This design comes from an exercise in tuning for small area, a short achievable clock period and few clock cycles per item on the open sky130 flow, not from production work. Function was checked by simulation only, so behaviour that the tests miss may differ from the original.

==> build 74 <==
// perm_table_builder
module perm_table_builder (
    input  wire        clk,
    input  wire        rst,       
    input  wire        start,     
    input  wire [63:0] seed,      
    input  wire [7:0]  rd_addr,
    output wire [7:0]  rd_data,   
    output reg         busy,
    output reg         valid
);
Settings: LEC_CHECK=0, CAP_MARGIN=10, CORE_MARGIN=2, CORE_UTILIZATION=38, CTS_CLUSTER_DIAMETER=90, CTS_CLUSTER_SIZE=24, PLACE_DENSITY=0.5, SETUP_SLACK_MARGIN=5, SLEW_MARGIN=10, SYNTH_HIERARCHICAL=1, SYNTH_MINIMUM_KEEP_SIZE=0; clock period 13.5 ns.
run.sh (not shown) runs the stock make flow with config.mk's settings and CLKGATE_MAP_FILE= SYNTH_SCRIPT=/design/flow/synth_recipe.tcl, a recipe that flattens the netlist after the stock synthesis.
==> inputs of build 88, as changes to build 74 <==
- CAP_MARGIN: 10 -> 20
- SLEW_MARGIN: 10 -> 20
- TNS_END_PERCENT: default -> 20
==> inputs of trial 2, as changes to build 74 <==
- CAP_MARGIN: 10 -> 20
- SETUP_SLACK_MARGIN: 5 -> 4.5
- SLEW_MARGIN: 10 -> 20
==> qor summary <==
	build 74	build 88	trial 2
Total wirelength of the detailed-routed design	1120000 um	1120000 um	1090000 um
Result of the run	no timing/DRC/antenna violations	no timing/DRC/antenna violations	no timing/DRC/antenna violations
Upper clock frequency limit	114 MHz	111 MHz	110 MHz
Detail-routed net length per standard cell	37.5 um	37.6 um	36.6 um
N_diodes	33	20	10
TritonCTS Buffers	177	185	177
Hold Startpoint	q2A[4]	q2A[0]	q2B[4]
Post-placement worst setup slack	2.21 ns	1.51 ns	2.00 ns
Worst-margin pin slew	1.31 ns	1.25 ns	1.27 ns
Pin count of the biggest net entering global routing	146	182	132
Pre-antenna DRT Iters	17	14	15
Number of cells on the worst reg-to-reg path	19	17	18
Testbench counts of build 74, summed over its fixed seeds: cycles 4,384, builds 32.
Testbench counts of build 88, summed over its fixed seeds: cycles 4,384, builds 32.
Testbench counts of trial 2, summed over its fixed seeds: cycles 4,384, builds 32.


==> inputs of run a <==
perm_table_builder, a different RTL version from the one above (not shown whole).
Settings: LEC_CHECK=0, CAP_MARGIN=20, CORE_MARGIN=2, CORE_UTILIZATION=38, CTS_CLUSTER_DIAMETER=90, CTS_CLUSTER_SIZE=24, PLACE_DENSITY=0.5, SETUP_SLACK_MARGIN=5, SLEW_MARGIN=20, SYNTH_HIERARCHICAL=1, SYNTH_MINIMUM_KEEP_SIZE=0; clock period 13.5 ns.
==> run b: changes against run a <==
CORE_UTILIZATION = 42   (was 38)
CTS_CLUSTER_DIAMETER = 95   (was 90)
CTS_CLUSTER_SIZE = 26   (was 24)
PLACE_DENSITY = 0.55   (was 0.5)
==> run notes <==
| metric | run a | run b |
|---|---|---|
| Library cell contributing the largest single delay on the critical path | sky130_fd_sc_hd__mux4_2 | sky130_fd_sc_hd__xor2_4 |
| Hold Path Sink | q2B[5]$_DFF_P_ | q3B[2]$_DFF_P_ |
| Fraction of area in multi-input gates | 0.679 | 0.679 |
| Post-CTS Setup Bufs | 84 | 131 |
| Area fraction of clock buffers and clock inverters | 0.0247 | 0.0226 |
| Outcome | finished clean | finished clean |
| Cell occurring most often along the worst timing path | sky130_fd_sc_hd__nand2_1 | sky130_fd_sc_hd__buf_12 |
| Routed metal-1 wire length | 441,000 µm | 435,000 µm |
| Transition time at the pin with the least slew margin | 1.41 ns | 1.28 ns |
| Average routed wire per standard cell | 37.9 µm | 37.5 µm |
| Reg2Reg Setup Slack | 5.23 ns | 5.15 ns |
| Destination of the critical timing path | rd_data[7] | rd_data[5] |
| Dpl cell area | 241,000 µm² | 240,000 µm² |
| Final standard cell count with taps included and fillers excluded | 30.0k | 29.5k |
| Path length in cells of the critical path | 18 | 19 |
| Die Footprint | 604,000 µm² | 547,000 µm² |
| RePlAce Congestion | 1.03 | 1.02 |
| Core footprint | 595,000 µm² | 540,000 µm² |
Testbench counts of run a, summed over its fixed seeds: cycles 4,384, builds 32.
Testbench counts of run b, summed over its fixed seeds: cycles 4,384, builds 32.

separate check: timing with driven ports:
The results above use ideal ports. As a check the final layouts listed here were re-extracted and re-timed, cells and wires unchanged. Step 1, drivers: a clkbuf_16 drives clk and a buf_2 each remaining input, both assumed. Step 2 adds t to the input delays and takes it off the output delays; t is the mean of the earliest and latest rising clock arrival at the registers after step 1. Input paths then give back, and output paths get back, about the clock's delay inside the block. a / b / c = no drivers / after step 1 / after step 2; a / b = the first two.
| run | t, ns | setup WS [ns] | hold slack, ns |
|---|---|---|---|
| build 74 | 1.088 | 4.764 / 4.707 / 4.707 | 0.310 / 0.310 / 0.310 |
| build 88 | 1.111 | 4.510 / 4.457 / 4.457 | 0.323 / 0.323 / 0.323 |
| trial 2 | 1.071 | 4.422 / 4.395 / 4.395 | 0.314 / 0.314 / 0.314 |
| run a | 1.150 | 4.883 / 4.756 / 4.756 | 0.331 / 0.331 / 0.331 |
| run b | 1.103 | 4.780 / 4.585 / 4.585 | 0.310 / 0.310 / 0.310 |
After both steps every run listed still meets setup and hold. The setup slack of run b, which loses most, moves by -0.195 ns with the drivers and by -0.195 ns with both steps.
